This is an optimization exercise on Yosys and OpenROAD, whose aim is small area, a short achievable clock period and few clock cycles, not a production implementation. Function was checked by simulation only, so behaviour that the tests miss may differ from the original. Power figures rest on the tool's default switching activity, not on a simulated workload.

==> design.v <==
module tfrc_unit (
    input  wire        clk,
    input  wire        rst,           
    input  wire        host_wr,
    input  wire [3:0]  host_addr,
    input  wire [31:0] host_wdata,
    output reg  [31:0] host_rdata,
    output reg         pb_en,
    output reg         pb_we,
    output reg  [29:0] pb_addr,
    output reg  [31:0] pb_wdata,
    output reg  [3:0]  pb_wstrb,
    input  wire [31:0] pb_rdata,
    input  wire        in_valid,
    input  wire [7:0]  in_data,
    input  wire        in_end,
    input  wire        in_fail,
    output reg         in_ready,
    output reg         out_valid,
    output reg  [7:0]  out_data,
    input  wire        out_ack,
    input  wire        out_fail
);
    localparam [7:0] OP_CRC32C  = 8'h01;
    localparam [7:0] OP_MASK    = 8'h02;
    localparam [7:0] OP_MCRC    = 8'h03;
    localparam [7:0] OP_WRFRAME = 8'h04;
    localparam [7:0] OP_RDFRAME = 8'h05;
    localparam [3:0] RC_OK      = 4'd1;
    localparam [3:0] RC_EOS     = 4'd2;
    localparam [3:0] RC_TRUNC   = 4'd3;
    localparam [3:0] RC_CKSUM   = 4'd4;
    localparam [3:0] RC_OVERSZ  = 4'd5;
    localparam [3:0] RC_IOFAIL  = 4'd6;
    localparam [3:0] RC_ILLEGAL = 4'd7;
    localparam [3:0] RC_PATHF   = 4'd8;
    localparam [3:0] S_IDLE = 4'd0;
    localparam [3:0] S_RUN  = 4'd1;     
    localparam [3:0] S_TXL  = 4'd2;     
    localparam [3:0] S_TXC  = 4'd3;     
    localparam [3:0] S_TXP  = 4'd4;     
    localparam [3:0] S_TXD  = 4'd5;     
    localparam [3:0] S_MSK  = 4'd6;     
    localparam [3:0] S_RXL  = 4'd8;     
    localparam [3:0] S_RXC  = 4'd9;     
    localparam [3:0] S_RXP  = 4'd10;    
    localparam [3:0] S_RXD  = 4'd11;    
    function [31:0] rotr15(input [31:0] x);
        rotr15 = {x[14:0], x[31:15]};
    endfunction
    function [31:0] rotl15(input [31:0] x);
        rotl15 = {x[16:0], x[31:17]};
    endfunction
    function [31:0] crc_byte(input [31:0] c, input [7:0] b);
        integer k;
        reg [31:0] s;
        begin
            s = c ^ {24'd0, b};
            for (k = 0; k < 8; k = k + 1)
                s = s[0] ? ((s >> 1) ^ 32'h82F63B78) : (s >> 1);
            crc_byte = s;
        end
    endfunction
    reg [3:0]  st;
    reg        verify;
    reg        rxfault, txfault;
    reg [3:0]  rc, fphase;
    reg [63:0] len;
    reg [31:0] arg, res, ck_comp, ck_stored;
    reg [31:0] q;            
    reg [31:0] cnt;          
    reg [23:0] xb;           
    reg [2:0]  pos;          
    reg        carry;        
    reg        mism;         
    reg        primed;       
    reg        mc;           
    reg [7:0]  obuf;         
    reg        fresh;        
    wire        busy   = (st != S_IDLE);
    wire [31:0] status = {16'd0, 4'd0, fphase, rc, 1'b0, txfault, rxfault, busy};
    wire        lenz  = (len[31:0] == 32'd0);
    wire        lenhi = (len[63:32] != 32'd0);
    wire [31:0] inc   = cnt + 32'd1;
    wire        eq    = (cnt == len[31:0]);
    wire        s_txl = (st == S_TXL);
    wire        s_txc = (st == S_TXC);
    wire        s_txp = (st == S_TXP);
    wire        s_txd = (st == S_TXD);
    wire        s_run = (st == S_RUN);
    wire [1:0]  psel    = cnt[1:0] - 2'd1;
    wire [7:0]  pbb     = pb_rdata[8*psel +: 8];
    wire [2:0]  posn    = pos + 3'd1;
    wire [7:0]  lenbyte = len[8*posn +: 8];
    wire [7:0]  txdata  = ((s_txp && fresh) || s_run) ? pbb : obuf;
    wire [7:0]  crcin   = st[3] ? in_data : txdata;
    wire [31:0] qn      = rotr15(crc_byte(rotl15(q), crcin));
    reg  [7:0]  kb;
    always @(*) begin
        case (pos[1:0])
            2'd0: kb = 8'hD8;
            2'd1: kb = 8'hEA;
            2'd2: kb = 8'h82;
            default: kb = 8'hA2;
        endcase
    end
    wire        cin  = carry & (pos[1:0] != 2'd0);
    wire [8:0]  ssum = {1'b0, ~q[7:0]} + {1'b0, kb} + {8'd0, cin};
    wire [7:0]  sb   = ssum[7:0];
    wire [31:0] qs   = {sb, q[31:8]};
    wire        p3   = (pos[1:0] == 2'd3);
    wire        bad  = (sb != in_data);
    always @(*) begin
        case (host_addr)
            4'd0:    host_rdata = {31'd0, verify};
            4'd1:    host_rdata = status;
            4'd3:    host_rdata = len[31:0];
            4'd4:    host_rdata = arg;
            4'd5:    host_rdata = res;
            4'd6:    host_rdata = ck_comp;
            4'd7:    host_rdata = ck_stored;
            4'd8:    host_rdata = len[63:32];
            default: host_rdata = 32'd0;
        endcase
    end
    always @(*) begin
        in_ready  = st[3];
        out_valid = s_txl || s_txp || ((s_txc || s_txd) && (pos != 3'd0));
        out_data  = txdata;
        pb_en     = s_run || s_txc || s_txp || ((st == S_RXP) && in_valid && !eq);
        pb_we     = (st == S_RXP);
        pb_addr   = cnt[31:2];
        pb_wdata  = {4{in_data}};
        pb_wstrb  = 4'b0001 << cnt[1:0];
    end
    always @(posedge clk) begin
        fresh <= out_ack;
        if (rst) begin
            st        <= S_IDLE;
            verify    <= 1'b1;
            rxfault   <= 1'b0;
            txfault   <= 1'b0;
            rc        <= 4'd0;
            fphase    <= 4'd0;
            len       <= 64'd0;
            arg       <= 32'd0;
            res       <= 32'd0;
            ck_comp   <= 32'd0;
            ck_stored <= 32'd0;
        end else begin
            case (st)
            S_IDLE: begin
                if (host_wr) begin
                    case (host_addr)
                    4'd0: verify <= host_wdata[0];
                    4'd3: len[31:0] <= host_wdata;
                    4'd8: len[63:32] <= host_wdata;
                    4'd4: arg <= host_wdata;
                    4'd2: begin
                        cnt    <= 32'd0;
                        pos    <= 3'd0;
                        primed <= 1'b0;
                        q      <= 32'hFFFFFFFF;
                        obuf   <= len[7:0];
                        mc     <= (host_wdata[7:0] != OP_CRC32C);
                        case (host_wdata[7:0])
                        OP_CRC32C, OP_MCRC: begin
                            if (lenhi) begin
                                rc     <= RC_OVERSZ;
                                fphase <= S_RUN;
                            end else
                                st <= S_RUN;
                        end
                        OP_MASK: begin
                            q  <= ~rotr15(arg);
                            st <= S_MSK;
                        end
                        OP_WRFRAME: begin
                            if (txfault)
                                rc <= RC_PATHF;
                            else if (lenhi) begin
                                rc      <= RC_OVERSZ;
                                fphase  <= S_TXL;
                                txfault <= 1'b1;
                            end else
                                st <= S_TXL;
                        end
                        OP_RDFRAME: begin
                            if (rxfault)
                                rc <= RC_PATHF;
                            else
                                st <= S_RXL;
                        end
                        default: rc <= RC_ILLEGAL;
                        endcase
                    end
                    default: ;
                    endcase
                end
            end
            S_RUN: begin
                primed <= 1'b1;
                if (primed)
                    q <= qn;
                if (eq)
                    st <= S_MSK;
                else
                    cnt <= inc;
            end
            S_MSK: begin
                q     <= qs;
                carry <= ssum[8];
                pos   <= posn;
                if (!mc) begin
                    res <= ~rotl15(q);
                    rc  <= RC_OK;
                    st  <= S_IDLE;
                end else if (p3) begin
                    res <= qs;
                    rc  <= RC_OK;
                    st  <= S_IDLE;
                end
            end
            S_TXL, S_TXC, S_TXP, S_TXD: begin
                if (s_txp)
                    obuf <= txdata;
                if (out_fail && out_valid) begin
                    rc <= RC_IOFAIL; fphase <= st; txfault <= 1'b1; st <= S_IDLE;
                end else if ((s_txc || s_txd) && pos == 3'd0) begin
                    q     <= qs;
                    obuf  <= sb;
                    carry <= ssum[8];
                    pos   <= posn;
                end else if (out_ack) begin
                    case (st)
                    S_TXL: begin
                        q    <= qn;
                        pos  <= posn;
                        obuf <= lenbyte;
                        if (pos == 3'd7)
                            st <= S_TXC;
                    end
                    S_TXP: begin
                        q   <= qn;
                        cnt <= inc;
                        if (eq) begin
                            pos <= 3'd0;
                            st  <= S_TXD;
                        end
                    end
                    default: begin
                        q     <= qs;
                        obuf  <= sb;
                        carry <= ssum[8];
                        pos   <= posn;
                        if (pos == 3'd4) begin
                            pos <= 3'd0;
                            if (s_txd) begin
                                rc <= RC_OK;
                                st <= S_IDLE;
                            end else begin
                                q   <= 32'hFFFFFFFF;
                                cnt <= 32'd1;
                                st  <= lenz ? S_TXD : S_TXP;
                            end
                        end
                    end
                    endcase
                end
            end
            S_RXL, S_RXC, S_RXP, S_RXD: begin
                if (in_valid) begin
                    if (st == S_RXL) begin
                        q   <= qn;
                        {xb, cnt} <= {in_data, xb, cnt[31:8]};
                        pos <= posn;
                        if (pos == 3'd7) begin
                            len <= {in_data, xb, cnt};
                            st  <= S_RXC;
                        end
                    end else if (st == S_RXP && !eq) begin
                        q   <= qn;
                        cnt <= inc;
                    end else begin
                        q     <= qs;
                        carry <= ssum[8];
                        pos   <= posn;
                        xb    <= {in_data, xb[23:8]};
                        mism  <= (mism && (pos[1:0] != 2'd0)) || bad;
                        if (st == S_RXP)
                            st <= S_RXD;
                        if (p3) begin
                            q   <= 32'hFFFFFFFF;
                            cnt <= 32'd0;
                            if (verify) begin
                                ck_comp   <= qs;
                                ck_stored <= {in_data, xb};
                            end
                            if (verify && (mism || bad)) begin
                                rc <= RC_CKSUM; fphase <= st; rxfault <= 1'b1; st <= S_IDLE;
                            end else if (st == S_RXD) begin
                                rc <= RC_OK; st <= S_IDLE;
                            end else if (lenhi) begin
                                rc <= RC_OVERSZ; fphase <= st; rxfault <= 1'b1; st <= S_IDLE;
                            end else
                                st <= S_RXP;
                        end
                    end
                end else if (in_fail || in_end) begin
                    if (in_fail)
                        rc <= RC_IOFAIL;
                    else if (st == S_RXL && pos == 3'd0)
                        rc <= RC_EOS;
                    else
                        rc <= RC_TRUNC;
                    if (in_fail || !(st == S_RXL && pos == 3'd0)) begin
                        fphase  <= (st == S_RXP && eq) ? S_RXD : st;
                        rxfault <= 1'b1;
                    end
                    st <= S_IDLE;
                end
            end
            default: st <= S_IDLE;
            endcase
        end
    end
endmodule
==> run.sh <==
#!/bin/bash
# synth_recipe.tcl (not shown) runs the flow's synth.tcl, then flattens the netlist and writes it again
# the make line also repeats each setting of config.mk as NAME=value (left out here)
make -C /OpenROAD-flow-scripts/flow DESIGN_CONFIG=/design/flow/config.mk WORK_HOME=/design/flow/orfs CLKGATE_MAP_FILE= SYNTH_SCRIPT=/design/flow/synth_recipe.tcl finish
==> config.mk <==
export PLATFORM = sky130hd
export DESIGN_NAME = tfrc_unit
export DESIGN_NICKNAME = tfrc_unit
export VERILOG_FILES = /design/flow/design.v
export SDC_FILE = /design/flow/constraint.sdc
export NUM_CORES = 4
export LEC_CHECK = 0
export CAP_MARGIN = 20
export CORE_MARGIN = 2
export CORE_UTILIZATION = 55
export CTS_BUF_LIST = sky130_fd_sc_hd__clkbuf_8 sky130_fd_sc_hd__clkbuf_16
export CTS_CLUSTER_DIAMETER = 60
export CTS_CLUSTER_SIZE = 20
export SETUP_SLACK_MARGIN = 2.0
export SLEW_MARGIN = 20
==> constraint.sdc <==
create_clock -name core_clock -period 6.0 [get_ports {clk}]
set_input_delay 1.2000 -clock core_clock [delete_from_list [all_inputs] [get_ports {clk}]]
set_output_delay 1.2000 -clock core_clock [all_outputs]
set_load 0.01 [all_outputs]
==> results of run 1 <==
path summary, 6_finish.rpt:
| check | startpoint | endpoint | slack, ns | cells after the start |
|---|---|---|---|---|
| worst min register to register | res[1]$_SDFFE_PP0P_ | res[1]$_SDFFE_PP0P_ | 0.46 | 2 |
| worst max-delay path | host_addr[1] | host_rdata[4] | 1.89 | 8 |
| worst max register to register | cnt[0]$_DFFE_PP_ | q[2]$_DFFE_PP_ | 2.06 | 14 |
| worst min-delay path | res[1]$_SDFFE_PP0P_ | res[1]$_SDFFE_PP0P_ | 0.46 | 2 |
power by group:
group / internal [mW] / switching (mW) / leakage (nW) / total, mW
Sequential: 2.18 / 0.0355 / 2.60 / 2.21
Combinational: 0.174 / 0.236 / 5.47 / 0.410
Clock: 1.07 / 1.04 / 0.530 / 2.11
Total: 3.42 / 1.31 / 8.61 / 4.73
cell usage in the layout, fill, tap and decap left out, types with 15 or more instances in the layout:
| cell type | n |
|---|---|
| xnor2_1 | 78 |
| a22oi_1 | 90 |
| dlymetal6s2s_1 | 18 |
| and2_1 | 45 |
| mux4_2 | 24 |
| xor2_1 | 35 |
| edfxtp_1 | 103 |
| a21oi_1 | 276 |
| o21ai_0 | 128 |
| nand2_1 | 400 |
| dlygate4sd2_1 | 30 |
| dfxtp_1 | 194 |
| nand4_1 | 21 |
| mux2i_1 | 19 |
| nor4_1 | 23 |
| a211oi_1 | 81 |
| clkbuf_16 | 30 |
| nor3_1 | 19 |
| clkdlybuf4s50_1 | 124 |
| buf_4 | 135 |
| and3_1 | 15 |
| inv_1 | 26 |
| nand3_1 | 63 |
| nor2_1 | 165 |
registers in the layout, indices dropped and copies added (netlist names), 3 cells and up:
| register | flops |
|---|---|
| arg | 32 |
| ck_comp | 32 |
| ck_stored | 32 |
| cnt | 32 |
| fphase | 4 |
| len | 64 |
| obuf | 8 |
| pos | 3 |
| q | 32 |
| rc | 4 |
| res | 32 |
| st | 4 |
| xb | 24 |
layer usage:
metal  GRT usage, %  vias to the layer above  routed length, um
li1               -                     8820                  -
met1           63.8                     9820              32100
met2           70.2                     1956              37600
met3           15.5                      536              14900
met4           34.4                       16               8640
met5              0                        -                102
kinds of logic (layout without fill, tap and decap cells):
family | Yosys count | after routing
other cells | 0 | 1
fa+ha+maj | 15 | 15
buf+inv | 280 | 435
flops | 311 | 311
mux | 46 | 46
simple gates | 822 | 822
compound gates | 753 | 753
xor+xnor | 149 | 149
layout make-up:
| class | count | area [um2] | share of cell area (%) |
|---|---|---|---|
| Multi-Input combinational cell | 1785 | 11600 | 48.3 |
| Sequential cell | 311 | 7280 | 30.3 |
| Clock inverter | 26 | 342 | 1.42 |
| Inverter | 24 | 93.8 | 0.391 |
| Timing Repair Buffer | 355 | 3370 | 14.1 |
| Antenna cell | 1 | 2.50 | 0.0104 |
| Clock buffer | 30 | 751 | 3.13 |
| Tap cell | 461 | 577 | 2.40 |
what timing repair did:
| action | 4_1_cts | 5_1_grt |
|---|---|---|
| setup endpoints to repair | 124 | 54 |
| endpoints found under the hold margin | 0 | 0 |
| pin swaps | 39 | 27 |
| setup buffers | 56 | 32 |
| resized for setup | 180 | 79 |
| gates cloned | 5 | 0 |
worst min-delay path: cells and delay by family, from the launching register on:
kind	cells	cell delay, ns
flops	1	0.32
compound gates	1	0.05
simple gates	1	0.05
per-stage QoR:
stage	std cells	power (mW)	worst slack, ns
finish	2993	4.73	1.89
CTS	2960	4.68	1.96
detailed placement	2843	2.61	0.941
global placement	2843	2.61	0.995
floorplan	2376	2.43	2.00
global route	2992	4.80	1.93
==> metrics.md, run 1 <==
| Metric | Value |
|---|---|
| Distinct cells, synth | 86 |
| Rel. slew slack | 27.3% |
| Top cells by area, synth | dfxtp_1 21%, edfxtp_1 16%, nand2_1 7.7% |
| Hold WC Path Type | flip-flop to flip-flop |
| Syn. warnings | 1 |
| CP max-delay cell | a222oi_1 |
| Die height | 193 um |
| Sink Count | 311 |
| Width of the die | 193 um |
| Final setup vio count | 0 |
| Initial core utilization | 55.5% |
| Routed WL | 93400 um |
| DP Wirelength | 64000 um |
| Max IR drop VDD | 0.237 mV |
| Multiplexer area fraction after synthesis | 3.91% |
| # hold bufs at CTS | 0 |
| Status | finished clean |
| Drt first-iter violations | 3594 |
| First-pass GRT wire length | 132000 um |
| Setup TNS | 0 ns |
| Post-Syn Instances | 2376 |
| Final Skew | 0.0491 ns |
| Routed via count | 21148 |
| Final hold vios | 0 |
| DRC Markers | 0 |
| TritonCTS Buffers | 30 |
| Post-synthesis async set-or-reset flop share | 0% |
| Count of pins over their slew limit | 0 |
| Longest Clk Path Bufs | 3 |
| CP Max Fanout | 7 |
| DRT antenna net count | 0 |
| Total track usage | 49.5% |
| Gr ovfl total | 0 |
| Part of the Yosys area used for sequential elements | 37.0% |
| Fin util | 68.0% |
| Startpoint Class | input port |
| Post-Syn Area per Cell | 8.25 um2 |
| Post-Synth XOR/XNOR Area | 8.14% |
| RSZ-0062 raised after global routing | yes |
| Post-synthesis to final-layout area growth | 22.6% |
| Pleak | 8.61 nW |
| Largest family of logic cells by synthesized area | compound AO/OA/AOI/OAI gates |
| Worst-Skew Late Latency | 0.64 ns |
| Vias in the first global route | 19222 |
| Top Family by Delay on Critical Path | compound AO/OA/AOI/OAI gates |
| FILL cells | 2835 |
| Final Cell Area | 24000 um2 |
| Power per standard cell area | 197 nW/um2 |
| Yosys top cell by area | dfxtp_1 |
| Req. time, crit path | 4.80 ns |
| CTS tree | built |
| Router iterations before antenna repair | 10 |
| # rows | 69 |
| Synth Register Bits | 311 |
| Highest clock rate | 243 MHz |
| Post-Syn Area | 19600 um2 |
| Io pins | 194 |
| Critical Path Max Stage Delay | 0.84 ns |
| H-Tree Depth | 1 |
| Final Critical Period | 4.11 ns |
| Most common cell in the netlist | nand2_1 |
| Synthesized-area fraction occupied by adder cells | 0.971% |
| DR vias/cell | 7.07 |
| Final period util | 68.5% |
| Most instantiated cells after synthesis | 403 x nand2_1, 278 x a21oi_1, 208 x dfxtp_1 |
| Routed len/inst | 31.2 um |
| Initial antenna violation count | 11 |
| Critical Path AT | 2.91 ns |
| I/O Buffers | 193 |
| Largest net degree at the start of global routing | 85 |
| Root buffer cell | clkbuf_16 |
| Top_reg_cell synth | dfxtp_1 |
| Simple-gate share of the synthesized area | 18.5% |
| Max Cap Viol | 0 |
| Core Area | 35300 um2 |
| Layout cell share with drive strength beyond 1 | 14.7% |
| Compound-gate portion of the synthesized area | 24.8% |
| EDFF count, synth | 103 |
| Post-synth top area share | 21.3% |
| Worst hold margin | 0.457 ns |
| Buf+Inv Stages, Crit Path | 4 |
| Worst-margin pin slew | 1.09 ns |
| Clk slew on worst S/H paths | 0.08 ns |
| CP cell instances | buf_12 -> nand2_4 -> nor3_4 -> buf_12 -> buf_8 -> a222oi_1 -> nand3_1 -> buf_2 |
| CP Capture Type | output pin |
| Full die area | 37200 um2 |
| Cell mode on critical path | buf_12 |
| Syn_nets | 2473 |
| DP Area | 21500 um2 |
| Placer Congestion | 1.07 |
| Nets | 2604 |
| Setup CP Type | input port to output pin |
Testbench counts, summed over its fixed seeds: cycles 53,900.
==> inputs of run 2 (changes only) <==
==> flow/run.sh (new file) <==
#!/bin/bash
set -euo pipefail
cd "$(dirname "$0")/.."
bash standard.sh "BUFFER_PORTS_ARGS=-buffer_cell sky130_fd_sc_hd__buf_2" finish > standard_flow.log 2>&1
==> standard.sh (new file) <==
#!/bin/bash
# synth_recipe.tcl (not shown) runs the flow's synth.tcl, then flattens the netlist and writes it again
# the make line also repeats each setting of config.mk as NAME=value (left out here)
make -C /OpenROAD-flow-scripts/flow DESIGN_CONFIG=/design/flow/config.mk WORK_HOME=/design/flow/orfs CLKGATE_MAP_FILE= SYNTH_SCRIPT=/design/flow/synth_recipe.tcl "${@:-finish}"
--- a/config.mk
+++ b/config.mk
@@ -7,7 +7,7 @@
 export LEC_CHECK = 0
 export CAP_MARGIN = 20
 export CORE_MARGIN = 2
-export CORE_UTILIZATION = 55
+export CORE_UTILIZATION = 70
 export CTS_BUF_LIST = sky130_fd_sc_hd__clkbuf_8 sky130_fd_sc_hd__clkbuf_16
 export CTS_CLUSTER_DIAMETER = 60
 export CTS_CLUSTER_SIZE = 20
removed: run.sh
==> run 2 against run 1 <==
Compared with the run above:
- still clean on timing, DRC and antenna
- combinational power fell by 19%
- core utilization increased by 11 points
- critical path depth rose by 3
- via count increased by 0.40%
- die area down 21%
- sequential power is essentially flat
- synthesized area unchanged
- sequential share of layout area is 2.9 points higher
- global-route usage grew 7.1 points
- setup slack improved by 0.013 ns
- sequential cell count is the same
- register-to-register slack lost 0.16 ns
- critical path type is now flip-flop to flip-flop
- largest cell class unchanged
- highest routed layer unchanged
==> metrics.md, run 2 <==
| Metric | Value |
|---|---|
| Buf+Inv Stages, Crit Path | 3 |
| Req. time, crit path | 6.51 ns |
| DRC Markers | 0 |
| Layout cell share with drive strength beyond 1 | 17.7% |
| Final setup vio count | 0 |
| Post-synthesis to final-layout area growth | 11.5% |
| Post-Syn Area per Cell | 8.25 um2 |
| CP Capture Type | flip-flop |
| Hold_sp | ck_stored[31]$_SDFFE_PP0P_ |
| Setup CP Type | flip-flop to flip-flop |
| Top cells by area, synth | dfxtp_1 21%, edfxtp_1 16%, nand2_1 7.7% |
| Max Cap Viol | 0 |
| Worst-margin pin slew | 1.36 ns |
| Max IR drop VDD | 0.271 mV |
| RSZ-0062 raised after global routing | yes |
| Router iterations before antenna repair | 10 |
| I/O Buffers | 193 |
| Critical Path AT | 4.61 ns |
| CP max-delay cell | dfxtp_1 |
| DRT antenna net count | 0 |
| Die height | 171 um |
| Top_reg_cell synth | dfxtp_1 |
| Core Area | 27700 um2 |
| Nets | 2523 |
| CP Max Fanout | 49 |
| CTS tree | built |
| Routed via count | 21232 |
| Root buffer cell | clkbuf_16 |
| Final Critical Period | 4.10 ns |
| Commonest non-fill, non-tap cell in the layout | nand2_1 |
| Max reg flops | 64 |
| EDFF count, synth | 103 |
| CP Launch Point | len[2]$_SDFFE_PP0P_ |
| Depth of the worst register-to-register path | 11 |
| Critical Path Max Stage Delay | 0.62 ns |
| Setup TNS | 0 ns |
| Yosys top cell by area | dfxtp_1 |
| Worst R2R Setup Slack | 1.90 ns |
| Pleak | 7.83 nW |
| Worst-Skew Late Latency | 0.59 ns |
| Count of pins over their slew limit | 0 |
| Syn_nets | 2473 |
| Post-synthesis async set-or-reset flop share | 0% |
| Most instantiated cells after synthesis | 403 x nand2_1, 278 x a21oi_1, 208 x dfxtp_1 |
| Final hold vios | 0 |
| Initial core utilization | 70.7% |
| Distinct cells, synth | 86 |
| Worst r2r dst | ck_comp[25]$_SDFFE_PP0P_ |
| Largest net degree at the start of global routing | 89 |
| DP Wirelength | 58500 um |
| Syn. warnings | 1 |
| Most common cell in the netlist | nand2_1 |
| Routed WL | 85100 um |
| Routed len/inst | 30.0 um |
| Hold WC Path Type | flip-flop to flip-flop |
| First-pass GRT wire length | 122000 um |
| # hold bufs at CTS | 0 |
| Total track usage | 56.5% |
| Rel. slew slack | 9.00% |
| Reg2reg start | len[2]$_SDFFE_PP0P_ |
| Gr ovfl total | 0 |
| Final Skew | 0.0334 ns |
| Fin util | 78.9% |
| Number of cells on the critical path | 11 |
| Drt first-iter violations | 4511 |
| Initial antenna violation count | 5 |
| CP cell instances | xnor2_1 -> nand4_1 -> nor4_4 -> buf_4 -> a311o_1 -> buf_4 -> nand2_1 -> nor2_4 -> buf_6 -> nand2_1 -> a21oi_1 |
| FILL cells | 1923 |
| Status | finished clean |
| Most frequent cells in the layout | 402 x nand2_1, 276 x a21oi_1, 205 x dfxtp_1, 189 x buf_2, 166 x nor2_1 |
| Post-Syn Instances | 2376 |
| Startpoint Class | flip-flop |
| Crit path to | ck_comp[25]$_SDFFE_PP0P_ |
| Longest Clk Path Bufs | 3 |
| DR vias/cell | 7.50 |
| Placer Congestion | 1.08 |
| Vias in the first global route | 19201 |
| TritonCTS Buffers | 26 |
| Io pins | 194 |
| Highest clock rate | 244 MHz |
| Largest Register | len |
| Clk slew on worst S/H paths | 0.08 ns |
| # rows | 61 |
| Post-synth top area share | 21.3% |
| H-Tree Depth | 1 |
| Power per standard cell area | 201 nW/um2 |
| Part of the Yosys area used for sequential elements | 37.0% |
| Synth Register Bits | 311 |
| Top Family by Delay on Critical Path | simple AND/OR/NAND/NOR gates |
| Final period util | 68.3% |
| Full die area | 29300 um2 |
| Sink Count | 311 |
| Width of the die | 171 um |
| Post-Syn Area | 19600 um2 |
run 2: cell counts after synthesis:
No cell type changed its count.
run 2: final cells by class:
cell class / count / area (um2) / share of cell area (%)
multi-input combinational: 1786 / 11400 / 52.3
sequential: 311 / 7260 / 33.2
timing repair buffer: 277 / 1670 / 7.63
clock buffer: 27 / 676 / 3.09
tap: 378 / 473 / 2.16
clock inverter: 21 / 234 / 1.07
inverter: 24 / 90.1 / 0.412
antenna: 8 / 20.0 / 0.0916
run 2: cells by family (layout without fill, tap and decap cells):
group | after synthesis | count (layout) | share of synthesized area, %
AND/OR/NAND/NOR | 822 | 823 | 18.5
AO/OA/AOI/OAI | 753 | 753 | 24.8
flip-flops | 311 | 311 | 37.0
buffers and inverters | 280 | 349 | 6.64
XOR/XNOR | 149 | 149 | 8.14
multiplexers | 46 | 46 | 3.91
adder cells (fa/ha/maj) | 15 | 15 | 0.971
other | 0 | 8 | 0
run 2: power by group:
part / switching [mW] / internal (mW) / leakage [nW]
Sequential: 0.0359 / 2.17 / 2.60
Combinational: 0.216 / 0.116 / 4.78
Clock: 0.942 / 0.912 / 0.448
run 2: worst min-delay path by stage:
| stage | end | slack, ns | cells after the start |
|---|---|---|---|
| after floorplan | fphase[3]$_SDFFE_PP0P_ | 0.43 | 2 |
| after global placement | res[4]$_SDFFE_PP0P_ | 0.44 | 2 |
| after detailed placement | ck_comp[20]$_SDFFE_PP0P_ | 0.45 | 2 |
| after CTS | ck_stored[30]$_SDFFE_PP0P_ | 0.46 | 2 |
| after global routing | res[5]$_SDFFE_PP0P_ | 0.47 | 2 |
| final | ck_stored[31]$_SDFFE_PP0P_ | 0.46 | 2 |
run 2: stage by stage:
stage / hold WS (ns) / setup slack (ns) / std cells / power (mW) / instance area [um2]
after CTS: 0.458 / 2.00 / 2800 / 4.33 / 21500
after global routing: 0.468 / 1.97 / 2825 / 4.46 / 21800
final: 0.458 / 1.90 / 2832 / 4.40 / 21800
after detailed placement: 0.446 / 1.29 / 2742 / 2.55 / 20300
after floorplan: 0.430 / 2.00 / 2376 / 2.43 / 19600
after global placement: 0.438 / 1.35 / 2742 / 2.54 / 20300
run 2: timing repair:
action	CTS	global route
gates resized for setup	26	36
setup endpoints to repair	128	80
pin swaps	7	19
buffers inserted	9	23
cloned	1	1
run 2: tightest hold or removal path: cells and delay by family (launching register included):
kind | cells | cell delay, ns
AOI/OAI and AO/OA | 1 | 0.05
DFF | 1 | 0.32
and+or+nand+nor | 1 | 0.05
run 2: per-layer routing:
| metal | wire length, um | track usage, % |
|---|---|---|
| met1 | 27100 | 69.6 |
| met3 | 15600 | 24.7 |
| met5 | 76 | 0 |
| met2 | 33300 | 77.5 |
| met4 | 8960 | 43.2 |
==> inputs of run 3 (changes only) <==
--- a/design.v
+++ b/design.v
@@ -91,7 +91,7 @@
     wire [1:0]  psel    = cnt[1:0] - 2'd1;
     wire [7:0]  pbb     = pb_rdata[8*psel +: 8];
     wire [2:0]  posn    = pos + 3'd1;
-    wire [7:0]  lenbyte = len[8*posn +: 8];
+    wire [7:0]  lenbyte = posn[2] ? 8'd0 : len[8*posn[1:0] +: 8];    
     wire [7:0]  txdata  = ((s_txp && fresh) || s_run) ? pbb : obuf;
     wire [7:0]  crcin   = st[3] ? in_data : txdata;
     wire [31:0] qn      = rotr15(crc_byte(rotl15(q), crcin));
==> flow/run.sh (replaced) <==
#!/bin/bash
set -euo pipefail
cd "$(dirname "$0")/.."
bash standard.sh \
  "BUFFER_PORTS_ARGS=-buffer_cell sky130_fd_sc_hd__buf_2" \
  "CTS_ARGS=-sink_clustering_enable -repair_clock_nets -dont_use_dummy_load -sink_clustering_size 20 -sink_clustering_max_diameter 60 -buf_list {sky130_fd_sc_hd__clkbuf_8 sky130_fd_sc_hd__clkbuf_16}" \
  finish > standard_flow.log 2>&1
==> config.mk (replaced) <==
export PLATFORM = sky130hd
export DESIGN_NAME = tfrc_unit
export DESIGN_NICKNAME = tfrc_unit
export VERILOG_FILES = /design/flow/design.v
export SDC_FILE = /design/flow/constraint.sdc
export NUM_CORES = 4
export LEC_CHECK = 0
export CAP_MARGIN = 20
export CORE_MARGIN = 2
export CORE_UTILIZATION = 58
export SETUP_SLACK_MARGIN = 2.0
export SLEW_MARGIN = 20
==> run 3 against run 2 <==
Compared with the run above:
- setup slack worse by 0.00082 ns
- combinational power rose by 5%
- clock skew is 0.067 ns higher
- first-iteration DRC count decreased by 16%
- largest power group unchanged
==> metrics.md, run 3 <==
| Metric | Value |
|---|---|
| Final setup vio count | 0 |
| # hold bufs at CTS | 0 |
| Worst hold margin | 0.453 ns |
| Longest Clk Path Bufs | 3 |
| Worst hold stages | 2 |
| Grt met3 use | 11.5% |
| Switching Power | 1.09 mW |
| Post-Layout Cell Count | 2904 |
| Max IR drop VDD | 0.227 mV |
| Max reg flops | 64 |
| Setup CP Type | flip-flop to output pin |
| Post-synthesis async set-or-reset flop share | 0% |
| Final period util | 68.3% |
| Pre-CTS setup slack | 1.27 ns |
| Worst-Skew Late Latency | 0.63 ns |
| Router iterations before antenna repair | 9 |
| Sink Count | 311 |
| Int Power | 3.17 mW |
| Layout cell share with drive strength beyond 1 | 19.7% |
| RSZ-0062 raised after global routing | yes |
| Fin util | 66.1% |
| Met2 Use GR | 69.5% |
| Io pins | 194 |
| Combinational group share of total power | 8.2% |
| FILL cells | 2799 |
| Power per standard cell area | 193 nW/um2 |
| Routed WL | 87900 um |
| Part of the power in the clock network | 39.7% |
| Final WS setup | 1.90 ns |
| Multi-input gate area | 11300 um2 |
| Commonest non-fill, non-tap cell in the layout | nand2_1 |
| CP Capture Type | output pin |
| Yosys top cell by area | dfxtp_1 |
| Post-synth top area share | 21.4% |
| Gr ovfl total | 0 |
| Synth Register Bits | 311 |
| EDFF count, synth | 103 |
| Post-synthesis to final-layout area growth | 12.8% |
| Syn_nets | 2450 |
| Routed len/inst | 30.3 um |
| Switching Fraction | 25.5% |
| Number of cells on the critical path | 9 |
| Syn. warnings | 1 |
| Critical Path AT | 2.90 ns |
| Final Critical Period | 4.10 ns |
| Largest Register | len |
| DRT antenna net count | 0 |
| Total track usage | 47.9% |
| CP max-delay cell | dfxtp_1 |
| Buf+Inv Stages, Crit Path | 2 |
| Register area | 7270 um2 |
| Width of the die | 187 um |
| Reg2reg start | len[13]$_SDFFE_PP0P_ |
| Top_reg_cell synth | dfxtp_1 |
| DP Wirelength | 61400 um |
| CTS tree | built |
| Drt first-iter violations | 3767 |
| Design Power | 4.25 mW |
| Most instantiated cells after synthesis | 389 x nand2_1, 285 x a21oi_1, 208 x dfxtp_1 |
| # rows | 67 |
| Cells after DPL | 2801 |
| Vias in the first global route | 18484 |
| Distinct cells, synth | 85 |
| Crit path to | pb_en |
| Nets | 2551 |
| I/O Buffers | 193 |
| H-Tree Depth | 1 |
| Seq pwr share | 52.1% |
| Final hold vios | 0 |
| CP Max Fanout | 5 |
| Hold_sp | ck_stored[26]$_SDFFE_PP0P_ |
| Initial antenna violation count | 2 |
| Post-Syn Instances | 2353 |
| Routed via count | 20689 |
| Pleak | 8.21 nW |
| Clk slew on worst S/H paths | 0.08 ns |
| TritonCTS Buffers | 30 |
| DP Area | 20300 um2 |
| Die height | 187 um |
| Grt met1 use | 62.9% |
| Worst R2R Setup Slack | 1.95 ns |
| Count of pins over their slew limit | 0 |
| DRC Markers | 0 |
| Worst r2r dst | q[6]$_DFFE_PP_ |
| Max Cap Viol | 0 |
| Initial core utilization | 58.5% |
| Critical Path Max Stage Delay | 0.63 ns |
| Status | finished clean |
| DR vias/cell | 7.12 |
| Worst-margin pin slew | 1.16 ns |
| Most frequent cells in the layout | 389 x nand2_1, 281 x a21oi_1, 195 x dfxtp_1, 189 x buf_2, 172 x nor2_1 |
| Hold WC Path Type | flip-flop to flip-flop |
| Top Family by Delay on Critical Path | simple AND/OR/NAND/NOR gates |
| Largest net degree at the start of global routing | 106 |
| Setup TNS | 0 ns |
| Startpoint Class | flip-flop |
| Depth of the worst register-to-register path | 11 |
| Post-Syn Area per Cell | 8.28 um2 |
| CP Launch Point | len[13]$_SDFFE_PP0P_ |
| Req. time, crit path | 4.80 ns |
| Final Skew | 0.100 ns |
| Most common cell in the netlist | nand2_1 |
| First-pass GRT wire length | 125000 um |
| Gr busiest metal | met2 |
| Part of the Yosys area used for sequential elements | 37.2% |
| Rel. slew slack | 22.8% |
| Full die area | 35100 um2 |
| Placer Congestion | 1.02 |
| Core Area | 33300 um2 |
| CP cell instances | xor2_1 -> nor4_1 -> nand4_1 -> nor2_2 -> buf_6 -> nor3_1 -> nor2_1 -> o21ai_0 -> buf_2 |
| Top cells by area, synth | dfxtp_1 21%, edfxtp_1 16%, nand2_1 7.5% |
| Final Cell Area | 22000 um2 |
| Highest clock rate | 244 MHz |
| Root buffer cell | clkbuf_16 |
| Post-Syn Area | 19500 um2 |
-- run 3: cell types whose count changed in the layout (fill, tap and decap cells not counted), sizes merged, moves of 9 or more --
cell    before  now
a221oi      18   29
a222oi      11   31
a22o         0   10
a22oi       95   40
buf        276  315
inv         34   25
mux2         2   23
mux2i       20    8
nand2      403  389
nand3       63   44
nand4       21   12
o21ai      134  158
xnor2       98   65
xor2        42   73
-- run 3: how the worst min path moves through the flow --
| stage | to | slack, ns |
|---|---|---|
| 3_5_place_dp | ck_stored[23]$_SDFFE_PP0P_ | 0.44 |
| 2_1_floorplan | res[12]$_SDFFE_PP0P_ | 0.43 |
| 6_report | ck_stored[26]$_SDFFE_PP0P_ | 0.45 |
| 5_1_grt | ck_comp[21]$_SDFFE_PP0P_ | 0.47 |
| 3_3_place_gp | res[3]$_SDFFE_PP0P_ | 0.44 |
| 4_1_cts | res[3]$_SDFFE_PP0P_ | 0.45 |
-- run 3: timing repair --
item                       in CTS  in global routing
buffers inserted               18                 49
pin swaps                       5                  8
setup endpoints to repair      71                 86
gates cloned                    1                  0
resized for setup              33                 38
-- run 3: area by class of cell --
type / count / share of cell area [%]
diodes: 4 / 0.0455
flip-flops and latches: 311 / 33.1
clock buffers: 30 / 3.41
well taps: 448 / 2.55
multi-input cells: 1767 / 51.4
inverters: 28 / 0.478
repair buffers: 316 / 8.99
-- run 3: cell families (layout without fill, tap and decap cells) --
logic type / Yosys count / count (layout) / synth area share (%)
AO/OA/AOI/OAI: 765 / 765 / 25.3
multiplexers: 47 / 47 / 3.59
XOR/XNOR: 146 / 146 / 8.28
buffers and inverters: 276 / 374 / 6.67
flip-flops: 311 / 311 / 37.2
AND/OR/NAND/NOR: 791 / 792 / 17.8
other: 0 / 4 / 0
adder cells (fa/ha/maj): 17 / 17 / 1.08
-- run 3: worst reg2reg max path, cell delays in order (launching register included) --
cell and delay (ns):
dfxtp_1 0.63, xor2_1 0.14, nor4_1 0.34, nand4_1 0.34, buf_4 0.24, o21ai_0 0.32, and3_1 0.52, buf_4 0.25
and2_1 0.38, nor2_1 0.08, a221o_1 0.37, a32oi_1 0.19
-- run 3: power by group through the flow --
stage	sequential, mW	clock (mW)	combinational, mW
floorplan	2.24	0	0.199
global placement	2.26	0	0.308
detailed placement	2.26	0	0.311
CTS	2.21	1.66	0.323
global route	2.21	1.73	0.360
finish	2.21	1.69	0.348
-- run 3: per-layer routing --
metal,part of all wire [%],up-vias
met5,0,-
met4,9.5,0
met3,14,446
met2,41,1955
met1,35,9616
li1,-,8672
Testbench counts of run 3, summed over its fixed seeds: cycles 53,900.
==> inputs of run 4 (changes only) <==
--- a/design.v
+++ b/design.v
@@ -82,7 +82,9 @@
     wire        lenz  = (len[31:0] == 32'd0);
     wire        lenhi = (len[63:32] != 32'd0);
     wire [31:0] inc   = cnt + 32'd1;
-    wire        eq    = (cnt == len[31:0]);
+    wire        einc  = (inc == len[31:0]);
+    wire        len1  = (len[31:0] == 32'd1);
+    reg         eq;      
     wire        s_txl = (st == S_TXL);
     wire        s_txc = (st == S_TXC);
     wire        s_txp = (st == S_TXP);
@@ -158,6 +160,7 @@
                     4'd4: arg <= host_wdata;
                     4'd2: begin
                         cnt    <= 32'd0;
+                        eq     <= lenz;
                         pos    <= 3'd0;
                         primed <= 1'b0;
                         q      <= 32'hFFFFFFFF;
@@ -202,10 +205,10 @@
                 primed <= 1'b1;
                 if (primed)
                     q <= qn;
+                cnt <= inc;
+                eq  <= einc;
                 if (eq)
                     st <= S_MSK;
-                else
-                    cnt <= inc;
             end
             S_MSK: begin
                 q     <= qs;
@@ -243,6 +246,7 @@
                     S_TXP: begin
                         q   <= qn;
                         cnt <= inc;
+                        eq  <= einc;
                         if (eq) begin
                             pos <= 3'd0;
                             st  <= S_TXD;
@@ -261,6 +265,7 @@
                             end else begin
                                 q   <= 32'hFFFFFFFF;
                                 cnt <= 32'd1;
+                                eq  <= len1;
                                 st  <= lenz ? S_TXD : S_TXP;
                             end
                         end
@@ -281,6 +286,7 @@
                     end else if (st == S_RXP && !eq) begin
                         q   <= qn;
                         cnt <= inc;
+                        eq  <= einc;
                     end else begin
                         q     <= qs;
                         carry <= ssum[8];
@@ -292,10 +298,7 @@
                         if (p3) begin
                             q   <= 32'hFFFFFFFF;
                             cnt <= 32'd0;
-                            if (verify) begin
-                                ck_comp   <= qs;
-                                ck_stored <= {in_data, xb};
-                            end
+                            eq  <= lenz;
                             if (verify && (mism || bad)) begin
                                 rc <= RC_CKSUM; fphase <= st; rxfault <= 1'b1; st <= S_IDLE;
                             end else if (st == S_RXD) begin
@@ -322,6 +325,10 @@
             end
             default: st <= S_IDLE;
             endcase
+            if (in_valid && (st == S_RXC || st == S_RXD) && p3 && verify) begin
+                ck_comp   <= qs;
+                ck_stored <= {in_data, xb};
+            end
         end
     end
 endmodule
--- a/config.mk
+++ b/config.mk
@@ -7,6 +7,6 @@
 export LEC_CHECK = 0
 export CAP_MARGIN = 20
 export CORE_MARGIN = 2
-export CORE_UTILIZATION = 58
-export SETUP_SLACK_MARGIN = 2.0
+export CORE_UTILIZATION = 65
+export SETUP_SLACK_MARGIN = 2.2
 export SLEW_MARGIN = 20
==> run 4 against run 3 <==
Compared with the run above:
- die area fell by 11%
- worst hold slack gained 0.0063 ns
- maximum frequency decreased by 1.0%
- clock-buffer cell count decreased by 4
- via count rose by 3.3%
- total power grew to 2.7 times the previous value
- synthesized cell count down 0.25%
- global-route usage increased by 4.5 points
- first-iteration DRC count up 25%
- critical endpoint is now host_rdata[7]
==> metrics.md, run 4 <==
| Metric | Value |
|---|---|
| Status | finished clean |
| Initial core utilization | 65.6% |
| Final Skew | 0.113 ns |
| Hold-critical path endpoint | ck_comp[7]$_SDFFE_PP0P_ |
| Final WS setup | 1.86 ns |
| Startpoint Class | input port |
| Routed via count | 21366 |
| Io pins | 194 |
| Router iterations before antenna repair | 14 |
| Total track usage | 52.4% |
| Largest Register | len |
| Post-synth top area share | 21.6% |
| Distinct cells, synth | 88 |
| EDFF count, synth | 104 |
| Setup CP Type | input port to output pin |
| Setup TNS | 0 ns |
| Final setup vio count | 0 |
| Yosys top cell by area | dfxtp_1 |
| Syn_nets | 2444 |
| Syn. warnings | 1 |
| Int Power | 6.11 mW |
| Highest clock rate | 241 MHz |
| Hold_sp | ck_comp[7]$_SDFFE_PP0P_ |
| Post-synthesis async set-or-reset flop share | 0% |
| Final Cell Area | 22300 um2 |
| Switching Fraction | 46.6% |
| Switching Power | 5.32 mW |
| Gr ovfl total | 0 |
| RSZ-0062 raised after global routing | yes |
| Vias in the first global route | 18909 |
| Power per standard cell area | 513 nW/um2 |
| Post-Syn Area | 19300 um2 |
| Commonest non-fill, non-tap cell in the layout | nand2_1 |
| Root buffer cell | clkbuf_16 |
| Core Area | 29400 um2 |
| Routed WL | 86800 um |
| Worst R2R Setup Slack | 2.12 ns |
| Die height | 176 um |
| Seq pwr share | 26.6% |
| Initial antenna violation count | 5 |
| Largest net degree at the start of global routing | 142 |
| Worst hold stages | 2 |
| DP Wirelength | 58700 um |
| Layout cell share with drive strength beyond 1 | 19.6% |
| Part of the Yosys area used for sequential elements | 37.8% |
| Count of pins over their slew limit | 0 |
| Worst r2r dst | q[6]$_DFFE_PP_ |
| CTS tree | built |
| # rows | 63 |
| Final hold vios | 0 |
| Width of the die | 176 um |
| First-pass GRT wire length | 121000 um |
| Reg2reg start | cnt[1]$_DFFE_PP_ |
| Drt first-iter violations | 4706 |
| Routed len/inst | 30.4 um |
| Pre-CTS setup slack | 1.51 ns |
| CP Max Fanout | 7 |
| TritonCTS Buffers | 26 |
| Pleak | 8.02 nW |
| Worst-Skew Late Latency | 0.60 ns |
| DP Area | 20200 um2 |
| Full die area | 31100 um2 |
| DR vias/cell | 7.48 |
| Final Critical Period | 4.14 ns |
| Placer Congestion | 1.08 |
| Depth of the worst register-to-register path | 15 |
| Post-Syn Area per Cell | 8.22 um2 |
| Top_reg_cell synth | dfxtp_1 |
| Worst-margin pin slew | 1.21 ns |
| Req. time, crit path | 4.80 ns |
| Combinational group share of total power | 59.9% |
| Most common cell in the netlist | nand2_1 |
| Critical Path AT | 2.94 ns |
| DRC Markers | 0 |
| Final period util | 69.0% |
| Sink Count | 312 |
| Fin util | 75.8% |
| CP Capture Type | output pin |
| Part of the power in the clock network | 13.4% |
| Max Cap Viol | 0 |
| Post-synthesis to final-layout area growth | 15.5% |
| DRT antenna net count | 0 |
| Longest Clk Path Bufs | 3 |
| Post-Syn Instances | 2347 |
| FILL cells | 2053 |
| # hold bufs at CTS | 0 |
| Clk slew on worst S/H paths | 0.08 ns |
| Synth Register Bits | 312 |
| Rel. slew slack | 19.4% |
| Most frequent cells in the layout | 386 x nand2_1, 272 x a21oi_1, 206 x dfxtp_1, 187 x buf_2, 159 x nor2_1 |
| H-Tree Depth | 1 |
| Nets | 2564 |
| Max reg flops | 64 |
| Top cells by area, synth | dfxtp_1 22%, edfxtp_1 16%, nand2_1 7.6% |
| I/O Buffers | 193 |
| Hold WC Path Type | flip-flop to flip-flop |
| Most instantiated cells after synthesis | 389 x nand2_1, 275 x a21oi_1, 208 x dfxtp_1 |
| Max IR drop VDD | 0.441 mV |
[run 4: cell types whose count changed after synthesis, moves of 8 or more]
| cell | before | now |
|---|---|---|
| a21oi_1 | 285 | 275 |
| a22oi_1 | 39 | 95 |
| a22o_1 | 10 | 2 |
| nor2_1 | 180 | 171 |
| mux2_2 | 23 | 2 |
| a211oi_1 | 80 | 90 |
| nand3_1 | 44 | 73 |
| nor3_1 | 22 | 35 |
| a221oi_1 | 24 | 9 |
| xnor2_1 | 51 | 60 |
| a222oi_1 | 31 | 11 |
[run 4: repair_timing]
action,4_1_cts,5_1_grt
setup buffers,26,48
gates resized for setup,49,85
pin swaps,19,38
endpoints found under the setup margin,83,48
gates cloned,2,1
[run 4: cell families after synthesis]
| group | after synthesis | synth area share [%] |
|---|---|---|
| AOI/OAI and AO/OA | 755 | 25.0 |
| adders and majority gates | 15 | 0.985 |
| buffers and inverters | 265 | 6.48 |
| and+or+nand+nor | 821 | 18.9 |
| muxes | 25 | 2.35 |
| xor gates and xnor gates | 154 | 8.54 |
| DFF | 312 | 37.8 |
[run 4: power groups by stage]
stage                     Clock, mW  Sequential (mW)  Combinational (mW)
after detailed placement          0             3.02                5.48
after global placement            0             3.01                5.49
after CTS                      1.50             2.97                5.75
after global routing           1.58             3.02                7.09
after floorplan                   0             2.77                4.02
final                          1.53             3.05                6.85
[run 4: stage by stage]
step,hold WS [ns],power (mW),cells
finish,0.459,11.4,2856
global route,0.477,11.7,2855
CTS,0.457,10.2,2804
detailed placement,0.447,8.50,2750
global placement,0.438,8.51,2750
floorplan,0.431,6.79,2347
[run 4: layout make-up]
class,count,area (um2),share of cell area (%)
clock buffers,26,651,2.92
inverters,30,116,0.522
diodes,1,2.50,0.0112
well taps,390,488,2.19
multi-input cells,1772,11500,51.5
repair buffers,325,2270,10.2
flip-flops and latches,312,7290,32.7
[run 4: how the worst max path moves through the flow]
stage                             startpoint        endpoint  slack [ns]  depth (start not counted)
after CTS                 st[0]$_SDFFE_PP0P_  q[5]$_DFFE_PP_        2.14                         14
after global placement           pb_rdata[5]  q[4]$_DFFE_PP_        1.53                         11
after detailed placement         pb_rdata[5]  q[4]$_DFFE_PP_        1.51                         11
final                           host_addr[3]   host_rdata[7]        1.86                          6
after floorplan                  pb_rdata[2]  q[7]$_DFFE_PP_        2.12                         10
after global routing            host_addr[3]   host_rdata[4]        1.89                         11
[run 4: critical path: stages]
cell and delay [ns]:
buf_12 0.11, nor4b_4 0.14, buf_12 0.13, a222oi_1 0.91, nand3_1 0.23, buf_2 0.22
[run 4: per-layer routing]
layer	part of all wire (%)	vias up	GRT usage, %
met5	0.13	-	0
met4	10	6	37.7
met3	17	682	15.8
met2	40	2301	75.7
met1	32	9707	66.6
li1	-	8670	-
Testbench counts of run 4, summed over its fixed seeds: cycles 53,900.
==> inputs of run 5 (changes only) <==
--- a/config.mk
+++ b/config.mk
@@ -7,6 +7,6 @@
 export LEC_CHECK = 0
 export CAP_MARGIN = 20
 export CORE_MARGIN = 2
-export CORE_UTILIZATION = 65
+export CORE_UTILIZATION = 55
 export SETUP_SLACK_MARGIN = 2.2
 export SLEW_MARGIN = 20
==> run 5 against run 4 <==
Compared with the run above:
- still clean
- global-route usage shrank 5.6 points
- clock-buffer cell count is 5 higher
- critical path depth up 1
- cell count up 2.0%
- routed wire length grew 1.2%
- maximum frequency is 4.2% higher
- sequential power is essentially flat
- via count shrank 4.5%
- sequential cell count is the same
- clock power grew 12%
- worst hold slack got worse by 0.0040 ns
- non-clock buffer count shrank 14
- highest routed layer unchanged
==> metrics.md, run 5 <==
| Metric | Value |
|---|---|
| Drt first-iter violations | 3708 |
| Critical Path Max Stage Delay | 0.63 ns |
| Initial antenna violation count | 2 |
| Io pins | 194 |
| Top cells by area, synth | dfxtp_1 22%, edfxtp_1 16%, nand2_1 7.6% |
| Most common cell in the netlist | nand2_1 |
| CP Max Fanout | 7 |
| Distinct cells, synth | 88 |
| DP Area | 20300 um2 |
| Post-synthesis to final-layout area growth | 15.2% |
| Nets | 2556 |
| Final Skew | 0.0477 ns |
| TritonCTS Buffers | 31 |
| Vias in the first global route | 18232 |
| Die height | 191 um |
| Post-Syn Area per Cell | 8.22 um2 |
| DRT antenna net count | 0 |
| FILL cells | 3040 |
| Syn. warnings | 1 |
| Full die area | 36600 um2 |
| # hold bufs at CTS | 0 |
| Register area | 7290 um2 |
| Power per standard cell area | 503 nW/um2 |
| Part of the Yosys area used for sequential elements | 37.8% |
| Max IR drop VDD | 0.770 mV |
| H-Tree Depth | 1 |
| Routed WL | 87900 um |
| Largest Register | len |
| Root buffer cell | clkbuf_16 |
| Post-synth top area share | 21.6% |
| Setup TNS | 0 ns |
| Routed len/inst | 30.2 um |
| Multi-input gate area | 11400 um2 |
| Top_reg_cell synth | dfxtp_1 |
| Pleak | 7.99 nW |
| Rel. slew slack | 15.8% |
| Status | finished clean |
| Most instantiated cells after synthesis | 389 x nand2_1, 275 x a21oi_1, 208 x dfxtp_1 |
| First-pass GRT wire length | 125000 um |
| Hold WC Path Type | flip-flop to flip-flop |
| Worst-Skew Late Latency | 0.60 ns |
| Core Area | 34500 um2 |
| Final Cell Area | 22200 um2 |
| Post-Syn Area | 19300 um2 |
| Max Cap Viol | 0 |
| Req. time, crit path | 4.80 ns |
| Startpoint Class | input port |
| Post-synthesis async set-or-reset flop share | 0% |
| CP max-delay cell | a222oi_1 |
| Gr ovfl total | 0 |
| EDFF count, synth | 104 |
| Yosys top cell by area | dfxtp_1 |
| Count of pins over their slew limit | 0 |
| Longest Clk Path Bufs | 3 |
| Syn_nets | 2444 |
| DRC Markers | 0 |
| Router iterations before antenna repair | 9 |
| Worst hold margin | 0.456 ns |
| Setup CP Type | input port to output pin |
| Clk slew on worst S/H paths | 0.07 ns |
| Sink Count | 312 |
| Post-Syn Instances | 2347 |
| DR vias/cell | 7.00 |
| Final setup vio count | 0 |
| Critical Path AT | 2.78 ns |
| Final Critical Period | 3.98 ns |
| Routed via count | 20403 |
| Worst-margin pin slew | 1.26 ns |
| Placer Congestion | 1.01 |
| Max reg flops | 64 |
| CP Capture Type | output pin |
| CTS tree | built |
| Total track usage | 46.8% |
| Initial core utilization | 55.9% |
| Layout cell share with drive strength beyond 1 | 19.4% |
| Final period util | 66.3% |
| # rows | 68 |
| DP Wirelength | 61500 um |
| RSZ-0062 raised after global routing | yes |
| I/O Buffers | 193 |
| Highest clock rate | 252 MHz |
| CP cell instances | buf_8 -> nand2_4 -> nor3_2 -> buf_12 -> a222oi_1 -> nand3_1 -> buf_2 |
| Final hold vios | 0 |
| Fin util | 64.4% |
| Commonest non-fill, non-tap cell in the layout | nand2_1 |
| Width of the die | 191 um |
| Most frequent cells in the layout | 384 x nand2_1, 271 x a21oi_1, 205 x dfxtp_1, 189 x buf_2, 156 x nor2_1 |
| Synth Register Bits | 312 |
| Largest net degree at the start of global routing | 119 |
-- run 5: worst paths after layout --
| check | from | to | slack [ns] | depth (start not counted) |
|---|---|---|---|---|
| setup / recovery | host_addr[0] | host_rdata[7] | 2.02 | 7 |
| hold / removal | res[11]$_SDFFE_PP0P_ | res[11]$_SDFFE_PP0P_ | 0.46 | 2 |
| setup reg to reg | st[1]$_SDFFE_PP0P_ | q[25]$_DFFE_PP_ | 2.27 | 13 |
| hold reg to reg | res[11]$_SDFFE_PP0P_ | res[11]$_SDFFE_PP0P_ | 0.46 | 2 |
-- run 5: metal layers --
metal,GRT usage [%],share of wire (%),up-vias
li1,-,-,8662
met1,59.9,35,9574
met2,68.1,41,1765
met3,14.4,15,400
met4,30.1,8.5,2
met5,2.75,0.14,-
-- run 5: layout make-up --
type	instances	share of cell area, %
Clock buffer	31	3.49
Sequential cell	312	32.8
Multi-Input combinational cell	1773	51.2
Inverter	30	0.512
Antenna cell	1	0.0113
Timing Repair Buffer	311	9.49
Tap cell	455	2.56
-- run 5: where the power goes --
group          switching [mW]  leakage [nW]  internal [mW]
Combinational            3.91          5.00           2.53
Sequential              0.495          2.60           2.54
Clock                   0.826         0.382          0.898
Total                    5.23          7.99           5.97
-- run 5: cells by family after synthesis --
kind of cell,Yosys count,share of synthesized area [%]
AND/OR/NAND/NOR,821,18.9
AO/OA/AOI/OAI,755,25.0
flip-flops,312,37.8
buffers and inverters,265,6.48
XOR/XNOR,154,8.54
multiplexers,25,2.35
adder cells (fa/ha/maj),15,0.985
-- run 5: what timing repair did --
action / in CTS / in global routing
pin swaps: 26 / 32
setup endpoints to repair: 163 / 88
gates resized for setup: 77 / 49
buffers inserted: 32 / 28
gates cloned: 7 / 1
-- run 5: per-stage QoR --
stage | total power, mW | setup WS (ns) | std cells
global placement | 8.56 | 1.35 | 2813
finish | 11.2 | 2.02 | 2913
CTS | 10.5 | 2.10 | 2883
global route | 11.6 | 2.08 | 2912
detailed placement | 8.55 | 1.42 | 2813
floorplan | 6.79 | 2.12 | 2347
-- run 5: worst max-delay path: cells and delay by family --
family	cells	cell delay [ns]
AO/OA/AOI/OAI	1	0.63
AND/OR/NAND/NOR	3	0.44
buffers and inverters	3	0.49
==> inputs of run 6 (changes only) <==
--- a/config.mk
+++ b/config.mk
@@ -8,5 +8,5 @@
 export CAP_MARGIN = 20
 export CORE_MARGIN = 2
 export CORE_UTILIZATION = 55
-export SETUP_SLACK_MARGIN = 2.2
+export SETUP_SLACK_MARGIN = 2.4
 export SLEW_MARGIN = 20
==> run 6 against run 5 <==
Compared with the run above:
- setup slack lost 0.093 ns
- total power grew 11%
- cell count grew 2.1%
- via count grew 2.3%
- die area is the same
- routed wire length grew 2.0%
- highest routed layer unchanged
- sequential power is essentially flat
- design area grew 6.2%
- still clean
==> metrics.md, run 6 <==
| Metric | Value |
|---|---|
| Root buffer cell | clkbuf_16 |
| TritonCTS Buffers | 27 |
| Int Power | 6.76 mW |
| Most frequent cells in the layout | 382 x nand2_1, 270 x a21oi_1, 205 x dfxtp_1, 175 x buf_2, 152 x nor2_1 |
| Top cells by area, synth | dfxtp_1 22%, edfxtp_1 16%, nand2_1 7.6% |
| Final Cell Area | 23600 um2 |
| Max IR drop VDD | 0.591 mV |
| Final Critical Period | 4.07 ns |
| Count of pins over their slew limit | 0 |
| Syn_nets | 2444 |
| Post-synthesis async set-or-reset flop share | 0% |
| Io pins | 194 |
| CP Max Fanout | 4 |
| Final period util | 67.8% |
| Layout cell share with drive strength beyond 1 | 24.5% |
| Post-Layout Cell Count | 2974 |
| Post-synthesis to final-layout area growth | 22.4% |
| Cell mode on critical path | buf_12 |
| Nets | 2617 |
| Final WS setup | 1.93 ns |
| Highest clock rate | 246 MHz |
| Seq pwr share | 24.6% |
| Switching Power | 5.62 mW |
| # hold bufs at CTS | 0 |
| Status | finished clean |
| Part of the power in the clock network | 12.8% |
| RSZ-0062 raised after global routing | yes |
| Placer Congestion | 1.00 |
| Final Skew | 0.0466 ns |
| Post-Syn Area per Cell | 8.22 um2 |
| CTS tree | built |
| # rows | 68 |
| Hold WC Path Type | flip-flop to flip-flop |
| Total track usage | 47.3% |
| Worst hold margin | 0.457 ns |
| Syn. warnings | 1 |
| Part of the Yosys area used for sequential elements | 37.8% |
| Synth Register Bits | 312 |
| Largest Register | len |
| Req. time, crit path | 4.80 ns |
| DP Wirelength | 61400 um |
| DR vias/cell | 7.02 |
| Vias in the first global route | 18824 |
| Cells after DPL | 2812 |
| Worst-margin pin slew | 1.20 ns |
| Distinct cells, synth | 88 |
| Initial antenna violation count | 2 |
| Commonest non-fill, non-tap cell in the layout | nand2_1 |
| Critical Path AT | 2.87 ns |
| H-Tree Depth | 1 |
| Clk slew on worst S/H paths | 0.07 ns |
| Max Cap Viol | 0 |
| CP cell instances | buf_12 -> nand2_4 -> nor3_4 -> buf_12 -> a222oi_1 -> nand3_1 -> buf_2 |
| Router iterations before antenna repair | 9 |
| CP max-delay cell | a222oi_1 |
| Critical Path Max Stage Delay | 0.96 ns |
| Routed len/inst | 30.1 um |
| Gr ovfl total | 0 |
| Sink Count | 312 |
| Routed via count | 20876 |
| DRT antenna net count | 0 |
| Setup CP Type | input port to output pin |
| Rel. slew slack | 20.2% |
| Combinational group share of total power | 62.7% |
| Width of the die | 191 um |
| Initial core utilization | 55.9% |
| CP Capture Type | output pin |
| Worst-Skew Late Latency | 0.57 ns |
| Post-Syn Instances | 2347 |
| Top_reg_cell synth | dfxtp_1 |
| Startpoint Class | input port |
| Pleak | 8.51 nW |
| Top Family by Delay on Critical Path | compound AO/OA/AOI/OAI gates |
| Full die area | 36600 um2 |
| Post-synth top area share | 21.6% |
| Most instantiated cells after synthesis | 389 x nand2_1, 275 x a21oi_1, 208 x dfxtp_1 |
| I/O Buffers | 193 |
| Routed WL | 89600 um |
| Drt first-iter violations | 3602 |
| Pre-CTS setup slack | 1.38 ns |
| Final setup vio count | 0 |
| FILL cells | 2813 |
| Multi-input gate area | 11900 um2 |
| Max reg flops | 64 |
| Post-Syn Area | 19300 um2 |
| Longest Clk Path Bufs | 3 |
| Die height | 191 um |
| DP Area | 20300 um2 |
| Buf+Inv Stages, Crit Path | 3 |
| Register area | 7300 um2 |
| Most common cell in the netlist | nand2_1 |
| EDFF count, synth | 104 |
| Power per standard cell area | 524 nW/um2 |
| DRC Markers | 0 |
| Core Area | 34500 um2 |
| First-pass GRT wire length | 126000 um |
| Setup TNS | 0 ns |
| Yosys top cell by area | dfxtp_1 |
| Switching Fraction | 45.4% |
| Largest net degree at the start of global routing | 87 |
| Final hold vios | 0 |
run 6: cell counts after synthesis:
Identical to the previous run, type by type.
run 6: cell type report:
cell class,count,area share [%]
timing repair buffer,377,12.8
tap,455,2.41
antenna,1,0.0106
multi-input combinational,1772,50.5
clock buffer,27,2.86
inverter,30,0.493
sequential,312,30.9
run 6: stage by stage:
step | utilization [%] | total power, mW
finish | 68.4 | 12.4
global route | 68.4 | 12.7
CTS | 65.5 | 11.0
detailed placement | 58.9 | 8.56
global placement | 58.9 | 8.58
floorplan | - | 6.83
run 6: worst paths after layout:
path	startpoint	end	slack [ns]	depth (start not counted)
worst max-delay path	host_addr[1]	host_rdata[7]	1.93	7
worst min-delay path	res[1]$_SDFFE_PP0P_	res[1]$_SDFFE_PP0P_	0.46	2
worst max register to register	cnt[0]$_DFFE_PP_	q[26]$_DFFE_PP_	2.29	16
worst min register to register	res[1]$_SDFFE_PP0P_	res[1]$_SDFFE_PP0P_	0.46	2
run 6: power by group through the flow:
stage          logic [mW]  registers (mW)  clock network [mW]
6_report             7.76            3.04                1.58
5_1_grt              8.07            3.03                1.63
4_1_cts              6.49            2.99                1.56
3_5_place_dp         5.53            3.03                   0
3_3_place_gp         5.55            3.03                   0
2_1_floorplan        4.05            2.77                   0
run 6: what timing repair did:
item,in CTS,in global routing
buffers inserted,80,42
endpoints found under the hold margin,0,0
cloned,9,2
pin swaps,48,77
resized for setup,131,129
endpoints found under the setup margin,199,68
run 6: kinds of logic after synthesis:
| kind of cell | after synthesis | synth area share [%] |
|---|---|---|
| AND/OR/NAND/NOR | 821 | 18.9 |
| XOR/XNOR | 154 | 8.54 |
| flip-flops | 312 | 37.8 |
| multiplexers | 25 | 2.35 |
| AO/OA/AOI/OAI | 755 | 25.0 |
| adder cells (fa/ha/maj) | 15 | 0.985 |
| buffers and inverters | 265 | 6.48 |
run 6: routing by layer:
metal | global-route usage [%] | part of all wire, % | vias to the layer above
met4 | 31.7 | 8.6 | 4
met5 | 0 | 0.065 | -
met1 | 61.3 | 35 | 9798
met2 | 68.5 | 41 | 1896
li1 | - | - | 8769
met3 | 13.2 | 15 | 409
run 6: tightest hold or removal path, delay by kind of cell, from the launching register on:
| kind | cells | cell delay (ns) |
|---|---|---|
| flops | 1 | 0.31 |
| compound gates | 1 | 0.05 |
| simple gates | 1 | 0.05 |
==> inputs of run 7 (changes only) <==
--- a/config.mk
+++ b/config.mk
@@ -7,6 +7,6 @@
 export LEC_CHECK = 0
 export CAP_MARGIN = 20
 export CORE_MARGIN = 2
-export CORE_UTILIZATION = 55
-export SETUP_SLACK_MARGIN = 2.4
+export CORE_UTILIZATION = 58
+export SETUP_SLACK_MARGIN = 2.0
 export SLEW_MARGIN = 20
==> run 7 against run 6 <==
Compared with the run above:
- sequential cell count unchanged
- sequential power about the same
- combinational power decreased by about 20%
- setup slack got worse by 0.10 ns
- register-to-register slack got worse by 0.26 ns
- critical path depth unchanged
- cell count decreased by 3.3%
- routed wire length decreased by 5.2%
- synthesized area unchanged
==> metrics.md, run 7 <==
| Metric | Value |
|---|---|
| First-pass GRT wire length | 122000 um |
| # rows | 66 |
| Most frequent cells in the layout | 385 x nand2_1, 271 x a21oi_1, 204 x dfxtp_1, 188 x buf_2, 160 x nor2_1 |
| Max reg flops | 64 |
| Most instantiated cells after synthesis | 389 x nand2_1, 275 x a21oi_1, 208 x dfxtp_1 |
| Initial antenna violation count | 5 |
| Width of the die | 186 um |
| CP Capture Type | output pin |
| Synth Register Bits | 312 |
| Routed WL | 85000 um |
| Startpoint Class | input port |
| Design Power | 10.9 mW |
| DP Wirelength | 60400 um |
| Io pins | 194 |
| Highest clock rate | 240 MHz |
| Req. time, crit path | 4.80 ns |
| Post-Syn Instances | 2347 |
| Clk slew on worst S/H paths | 0.08 ns |
| Most common cell in the netlist | nand2_1 |
| Status | finished clean |
| DRT antenna net count | 0 |
| Hold WC Path Type | flip-flop to flip-flop |
| RSZ-0062 raised after global routing | yes |
| Largest net degree at the start of global routing | 80 |
| Distinct cells, synth | 88 |
| I/O Buffers | 193 |
| Root buffer cell | clkbuf_16 |
| Die height | 186 um |
| Worst-Skew Late Latency | 0.61 ns |
| Pleak | 7.78 nW |
| Commonest non-fill, non-tap cell in the layout | nand2_1 |
| Yosys top cell by area | dfxtp_1 |
| Critical Path AT | 2.97 ns |
| Pre-CTS setup slack | 1.31 ns |
| Worst-margin pin slew | 1.21 ns |
| Nets | 2531 |
| Count of pins over their slew limit | 0 |
| Sink Count | 312 |
| Top_reg_cell synth | dfxtp_1 |
| Initial core utilization | 59.2% |
| Final Skew | 0.0482 ns |
| Router iterations before antenna repair | 6 |
| Worst hold margin | 0.457 ns |
| CP cell instances | buf_12 -> nand2_8 -> nor3_4 -> clkbuf_16 -> a222oi_1 -> nand3_1 -> buf_2 |
| Total track usage | 47.0% |
| Max Cap Viol | 0 |
| Final WS setup | 1.83 ns |
| Routed len/inst | 29.6 um |
| Layout cell share with drive strength beyond 1 | 17.8% |
| DR vias/cell | 7.01 |
| Post-Syn Area per Cell | 8.22 um2 |
| TritonCTS Buffers | 29 |
| Final hold vios | 0 |
| Longest Clk Path Bufs | 3 |
| Part of the Yosys area used for sequential elements | 37.8% |
| Gr ovfl total | 0 |
| Core Area | 32600 um2 |
| Placer Congestion | 1.03 |
| Post-Syn Area | 19300 um2 |
| CP max-delay cell | a222oi_1 |
| Drt first-iter violations | 3187 |
| Syn. warnings | 1 |
| Final setup vio count | 0 |
| CP Max Fanout | 7 |
| Final period util | 69.5% |
| Post-synth top area share | 21.6% |
| Routed via count | 20161 |
| Rel. slew slack | 19.0% |
| Setup CP Type | input port to output pin |
| Largest Register | len |
| Post-synthesis async set-or-reset flop share | 0% |
| Final Critical Period | 4.17 ns |
| Post-synthesis to final-layout area growth | 13.3% |
| Setup TNS | 0 ns |
| Power per standard cell area | 500 nW/um2 |
| Syn_nets | 2444 |
| Critical Path Max Stage Delay | 1.01 ns |
| DRC Markers | 0 |
| Max IR drop VDD | 0.425 mV |
| Vias in the first global route | 18255 |
| Top cells by area, synth | dfxtp_1 22%, edfxtp_1 16%, nand2_1 7.6% |
| EDFF count, synth | 104 |
| H-Tree Depth | 1 |
| CTS tree | built |
| Full die area | 34800 um2 |
-- run 7: logic make-up after synthesis --
group,share of synthesized area (%)
compound gates,25.0
xor+xnor,8.54
fa+ha+maj,0.985
buf+inv,6.48
flops,37.8
mux,2.35
simple gates,18.9
-- run 7: per-layer routing --
layer	part of all wire (%)	routed length [um]	global-route usage, %
met5	0.067	57	0
met4	8.4	7100	31.4
met3	15	12400	13.0
met2	42	35700	69.2
met1	35	29800	60.3
-- run 7: final cells by class --
type / instances / area, um2
multi-input combinational: 1770 / 11300
fill: 2783 / 10800
sequential: 312 / 7300
timing repair buffer: 291 / 1890
clock buffer: 29 / 726
tap: 442 / 553
inverter: 30 / 120
antenna: 2 / 5.00
-- run 7: per-stage QoR --
stage | instance area, um2 | util (%) | cells
after floorplan | 19300 | - | 2347
after global placement | 20200 | 61.9 | 2798
after detailed placement | 20200 | 61.9 | 2798
after CTS | 21200 | 64.9 | 2832
after global routing | 21900 | 67.0 | 2874
final | 21900 | 67.0 | 2876
-- run 7: worst max-delay path, delay by kind of cell --
family          cells  cell delay (ns)
compound gates      1             1.01
buf+inv             3             0.48
simple gates        3             0.28
-- run 7: repair_timing --
item                                    CTS  global route
endpoints found under the setup margin  165            41
setup buffers                             5            38
cloned                                    0             3
pin swaps                                 8            20
hold buffers                              0             0
resized for setup                        40            61
-- run 7: path summary, 6_finish.rpt --
check / depth (start not counted) / slack, ns / startpoint / end
worst max-delay path: 7 / 1.83 / host_addr[0] / host_rdata[10]
worst min-delay path: 2 / 0.46 / ck_comp[1]$_SDFFE_PP0P_ / ck_comp[1]$_SDFFE_PP0P_
worst max register to register: 14 / 2.03 / pos[1]$_DFFE_PP_ / q[30]$_DFFE_PP_
worst min register to register: 2 / 0.46 / ck_comp[1]$_SDFFE_PP0P_ / ck_comp[1]$_SDFFE_PP0P_
-- run 7: power breakdown --
part	switching, mW	internal, mW	total [mW]
Sequential	0.505	2.54	3.05
Clock	0.812	0.842	1.65
Combinational	3.73	2.50	6.23
Total	5.04	5.88	10.9

Check on run 7: ideal ports give 1.828 ns setup slack; a clkbuf_16 on the clock port and buf_2 on the inputs give 1.741 ns; moving port delays by the midpoint clock arrival (0.637 ns) as well gives 1.650 ns.
